Context: an optimization exercise on an open-source flow, tuned for small area, a short achievable clock period and few clock cycles per item. The choices shown serve that exercise and are no tape-out recipe. The RTL was checked by simulation tests, not by an equivalence proof against the original design. No activity file was given, so power comes from the tool's default toggle rates.

== JK ==
==> module sprite_tiles, before the edit <==
module sprite_tiles #(
    parameter signed [11:0] VIS_MIN_X = 12'sd0,
    parameter signed [11:0] VIS_MAX_X = 12'sd255,
    parameter signed [11:0] VIS_MIN_Y = 12'sd0,
    parameter signed [11:0] VIS_MAX_Y = 12'sd223
) (
    input  wire        clk,
    input  wire        rst,
    input  wire        in_valid,
    output wire        in_ready,
    input  wire [15:0] in_size,
    input  wire [7:0]  in_zoomx,
    input  wire [7:0]  in_zoomy,
    input  wire [8:0]  in_x,
    input  wire [8:0]  in_y,
    input  wire [15:0] in_code,
    input  wire [15:0] in_attr,
    input  wire [3:0]  in_pri_a,
    input  wire [3:0]  in_pri_b,
    input  wire        in_high_only,
    output reg         out_valid,
    input  wire        out_ready,
    output wire [15:0] out_tile,
    output wire [11:0] out_x,
    output wire [11:0] out_y,
    output wire [5:0]  out_w,
    output wire [5:0]  out_h,
    output wire [19:0] out_dx,
    output wire [19:0] out_dy,
    output wire        out_fx,
    output wire        out_fy,
    output wire [4:0]  out_color,
    output wire        out_last
);
    localparam [64*20-1:0] RB = {
        64'h0000000000000004,
        64'h0000000000000078,
        64'h0000000000007f80,
        64'h000000007fff8198,
        64'h7fffffff80078600,
        64'h800001ff80799818,
        64'h8001fe0787980780,
        64'h807e1e1999fe0198,
        64'h8786666001861e00,
        64'h999e007806798018,
        64'h0079ff9e01818780,
        64'h019f819e19e79998,
        64'h061fe07f86060600,
        64'h0061806180780018,
        64'h1998660180001f80,
        64'h819998199fff8198,
        64'h87e667e6001f8600,
        64'h81999ffe00799818,
        64'h8001fe0607800780,
        64'h99e7800019fe0198
    };
    function [19:0] recip(input [5:0] z);
        integer b;
        for (b = 0; b < 20; b = b + 1) recip[b] = RB[64*b + z];
    endfunction
    reg        idle;             
    reg        sety;             
    reg        setx;             
    reg [3:0]  xm1;              
    reg [3:0]  cc;               
    reg [3:0]  rr;               
    reg        lc, lr;           
    reg        yc0, yend;        
    reg [7:0]  zx, zy;
    reg [8:0]  x0;
    reg [15:0] tile;
    reg [13:0] xa;               
    reg [12:0] ya;
    reg        fx, fy;
    reg [4:0]  color;
    reg [5:0]  w, h;
    reg [19:0] dx, dy;
    reg        last;
    assign in_ready = idle;
    wire [3:0] pri    = in_attr[11:8];
    wire       pri_ok = ((in_pri_a <= pri) && (pri <= in_pri_b)) ||
                        ((in_pri_b <= pri) && (pri <= in_pri_a));
    wire       qskip  = in_size[15] || (in_zoomx[7:3] == 5'd0) || (in_zoomy[7:3] == 5'd0) ||
                        !pri_ok || (in_high_only && !in_attr[4]) ||
                        in_y[8] || (in_y == 9'd0);
    wire [13:0] xsum  = xa + {6'd0, zx};
    wire        x_in  = !xsum[13] && (xsum[12:3] != 10'd0);     
    wire        c0    = (cc == 4'd0);
    wire [8:0]  zy2   = yc0 ? {1'b0, zy} : {zy, 1'b0};
    wire [12:0] ysum  = sety ? ya - {4'd0, zy2} : ya + {5'd0, zy};
    wire        y_in  = $signed(ysum) <= 13'sd1791;             
    wire [4:0]  xnum  = {1'b0, xm1} + 5'd1;
    wire [5:0]  span  = {1'b0, xm1, 1'b1};                      
    wire [5:0]  tfin  = fy ? (fx ? span : {1'b0, xnum}) : (fx ? {2'd0, xm1} : 6'd0);
    wire [5:0]  tset  = yc0 ? {2'd0, xm1 & {4{fx}}} :
                        yend ? tfin : {xnum & {5{fy}}, 1'b0};
    wire        sneg  = (lc && fx != fy) ? fy : fx;
    wire [5:0]  smag  = (lc && fx != fy) ? span : 6'd1;
    wire [15:0] step  = sety ? {10'd0, tset} :
                        sneg ? -{10'd0, smag} : {10'd0, smag};
    wire [15:0] tsum  = tile + step;
    wire        take  = out_valid && out_ready;
    wire        xm0   = (xm1 == 4'd0);
    wire        lc_n  = lc ? xm0 : (cc == 4'd1);                
    wire        lr_n  = lc ? (rr == 4'd1) : lr;
    always @(posedge clk) begin
        if (rst) begin
            idle      <= 1'b1;
            sety      <= 1'b0;
            setx      <= 1'b0;
            out_valid <= 1'b0;
        end else if (idle) begin
            if (in_valid && !qskip) begin
                idle <= 1'b0;
                sety <= 1'b1;
            end
        end else if (sety) begin
            if (yend) begin
                sety      <= 1'b0;
                setx      <= y_in && x0[8];
                out_valid <= y_in && !x0[8];
                idle      <= !y_in;
            end
        end else if (setx) begin
            if (x_in || c0) begin
                setx      <= 1'b0;
                out_valid <= x_in;
                idle      <= !x_in;
            end
        end else if (out_ready) begin
            if (lc && lr) begin
                out_valid <= 1'b0;
                idle      <= 1'b1;
            end
        end
    end
    always @(posedge clk) begin
        if (idle) begin
            xm1   <= in_size[3:0];
            cc    <= in_size[7:4];
            rr    <= in_size[7:4];
            yc0   <= (in_size[7:4] == 4'd0);
            yend  <= (in_size[7:5] == 3'd0);
            zx    <= in_zoomx;
            zy    <= in_zoomy;
            x0    <= in_x;
            tile  <= in_code;
            xa    <= {{2{in_x[8]}}, in_x, 3'b000};
            ya    <= {{1{in_y[8]}}, in_y, 3'b000};
            fx    <= in_attr[6];
            fy    <= in_attr[7];
            color <= in_attr[4:0];
        end else if (sety) begin
            ya   <= ysum;
            tile <= tsum;
            cc   <= yend ? xm1 : cc - 4'd2;
            yc0  <= (cc == 4'd2);
            yend <= (cc[3:1] == 3'd1);
            lc   <= xm0;
            lr   <= (rr == 4'd0);
            last <= xm0 && (rr == 4'd0);
            w    <= {1'b0, zx[7:3]} + {5'd0, zx[2]} + 6'd1;
            h    <= {1'b0, zy[7:3]} + {5'd0, zy[2]} + 6'd1;
            dx   <= recip(zx[7:2]);
            dy   <= recip(zy[7:2]);
        end else if (setx) begin
            xa   <= x_in ? {{2{x0[8]}}, x0, 3'b000} : xsum;
            cc   <= x_in ? xm1 : cc - 4'd1;
        end else if (take) begin
            tile <= tsum;
            lc   <= lc_n;
            lr   <= lr_n;
            last <= lc_n && lr_n;
            if (lc) begin
                cc <= xm1;
                rr <= rr - 4'd1;
                xa <= {{2{x0[8]}}, x0, 3'b000};
                ya <= ysum;
            end else begin
                cc <= cc - 4'd1;
                xa <= xsum;
            end
        end
    end
    assign out_tile  = tile;
    assign out_x     = {xa[13], xa[13:3]};
    assign out_y     = {{2{ya[12]}}, ya[12:3]};
    assign out_w     = w;
    assign out_h     = h;
    assign out_dx    = dx;
    assign out_dy    = dy;
    assign out_fx    = fx;
    assign out_fy    = fy;
    assign out_color = color;
    assign out_last  = last;
endmodule
==> flow/config.mk <==
export PLATFORM = sky130hd
export DESIGN_NAME = sprite_tiles
export DESIGN_NICKNAME = sprite_tiles
export VERILOG_FILES = /design/flow/design.v
export SDC_FILE = /design/flow/constraint.sdc
export NUM_CORES = 4
export LEC_CHECK = 0
export CAP_MARGIN = 20
export CORE_MARGIN = 2
export CORE_UTILIZATION = 40
export PLACE_DENSITY = 0.6
export SLEW_MARGIN = 20
==> flow/constraint.sdc <==
create_clock -name core_clock -period 10.0 [get_ports {clk}]
set_input_delay 2.0000 -clock core_clock [delete_from_list [all_inputs] [get_ports {clk}]]
set_output_delay 2.0000 -clock core_clock [all_outputs]
set_load 0.01 [all_outputs]
standard.sh (not shown) runs the stock make flow with config.mk's settings and CLKGATE_MAP_FILE= SYNTH_SCRIPT=/design/flow/synth_recipe.tcl, a recipe that flattens the netlist after the stock synthesis.
==> flow/flow/run.sh <==
#!/bin/bash
set -euo pipefail
bash standard.sh \
  'SETUP_SLACK_MARGIN=6.8' \
  'BUFFER_PORTS_ARGS=-buffer_cell sky130_fd_sc_hd__buf_1' \
  finish > standard_flow.log 2>&1
Testbench counts of JK, summed over its fixed seeds: cycles 17,048, items 1,600.
Changes in MS relative to JK:
--- a/flow/design.v
+++ b/flow/design.v
@@ -99,8 +99,9 @@
     wire [15:0] step  = sety ? {10'd0, tset} :
                         sneg ? -{10'd0, smag} : {10'd0, smag};
     wire [15:0] tsum  = tile + step;
     wire        take  = out_valid && out_ready;
+    wire [19:0] rq    = recip(idle ? in_zoomx[7:2] : zy[7:2]);
     wire        xm0   = (xm1 == 4'd0);
     wire        lc_n  = lc ? xm0 : (cc == 4'd1);                
     wire        lr_n  = lc ? (rr == 4'd1) : lr;
     always @(posedge clk) begin
@@ -142,8 +143,10 @@
             yc0   <= (in_size[7:4] == 4'd0);
             yend  <= (in_size[7:5] == 3'd0);
             zx    <= in_zoomx;
             zy    <= in_zoomy;
+            w     <= {1'b0, in_zoomx[7:3]} + {5'd0, in_zoomx[2]} + 6'd1;
+            dx    <= rq;
             x0    <= in_x;
             tile  <= in_code;
             xa    <= {{2{in_x[8]}}, in_x, 3'b000};
             ya    <= {{1{in_y[8]}}, in_y, 3'b000};
@@ -158,12 +161,10 @@
             yend <= (cc[3:1] == 3'd1);
             lc   <= xm0;
             lr   <= (rr == 4'd0);
             last <= xm0 && (rr == 4'd0);
-            w    <= {1'b0, zx[7:3]} + {5'd0, zx[2]} + 6'd1;
             h    <= {1'b0, zy[7:3]} + {5'd0, zy[2]} + 6'd1;
-            dx   <= recip(zx[7:2]);
-            dy   <= recip(zy[7:2]);
+            dy   <= rq;
         end else if (setx) begin
             xa   <= x_in ? {{2{x0[8]}}, x0, 3'b000} : xsum;
             cc   <= x_in ? xm1 : cc - 4'd1;
         end else if (take) begin
==> comparison <==
Re worst-case clock skew: JK and MS aren't equal, and the lower value belongs to MS. Side by side, routed wire length turned out lower in MS than in JK. Compared with JK, MS shows number of nets in the synthesized netlist lower by about 12%. Instance count along the most critical hold path, JK and MS, lower one = JK. Diff JK -> MS: adder-cell area share of the yosys netlist went up; fraction of power spent switching nets fell 0.65 points; global-route wire length before repair down about 11%; final instance area saw an increase. Between JK and MS, part of the power in the clock network decreased. Changes observed in MS relative to JK: total power draw shows an increase of about 4.4%, final core utilization shows an increase of 6.1 points, average wire length per cell after detail routing neither gained nor lost much, proportion of power drawn by combinational gates increased by 1.9 points relative to the old numbers.
Testbench counts of MS, summed over its fixed seeds: cycles 17,048, items 1,600.

## separate check: timing with driven ports
In the flow no input, the clock included, has a driving cell. The finished layouts below were timed again as built, in two steps. Step 1, drivers: a clkbuf_16 drives clk and a buf_2 each remaining input, both assumed. Step 2, shift: input delay + t, output delay - t, t = (earliest + latest rising clock arrival at the registers) / 2. This alone moves slack from input paths to output paths. Slacks: no drivers / after step 1 / after step 2; pairs: no drivers / after step 1.
run	t, ns	slack for setup (ns)	worst setup path at the end
JK	0.474	6.572 / 6.572 / 6.433	input to register
MS	0.485	6.199 / 6.199 / 6.123	input to register
After both steps every run listed still meets setup and hold. For JK, which loses most, drivers alone change the setup slack by 0.000 ns; drivers and shift together by -0.139 ns.
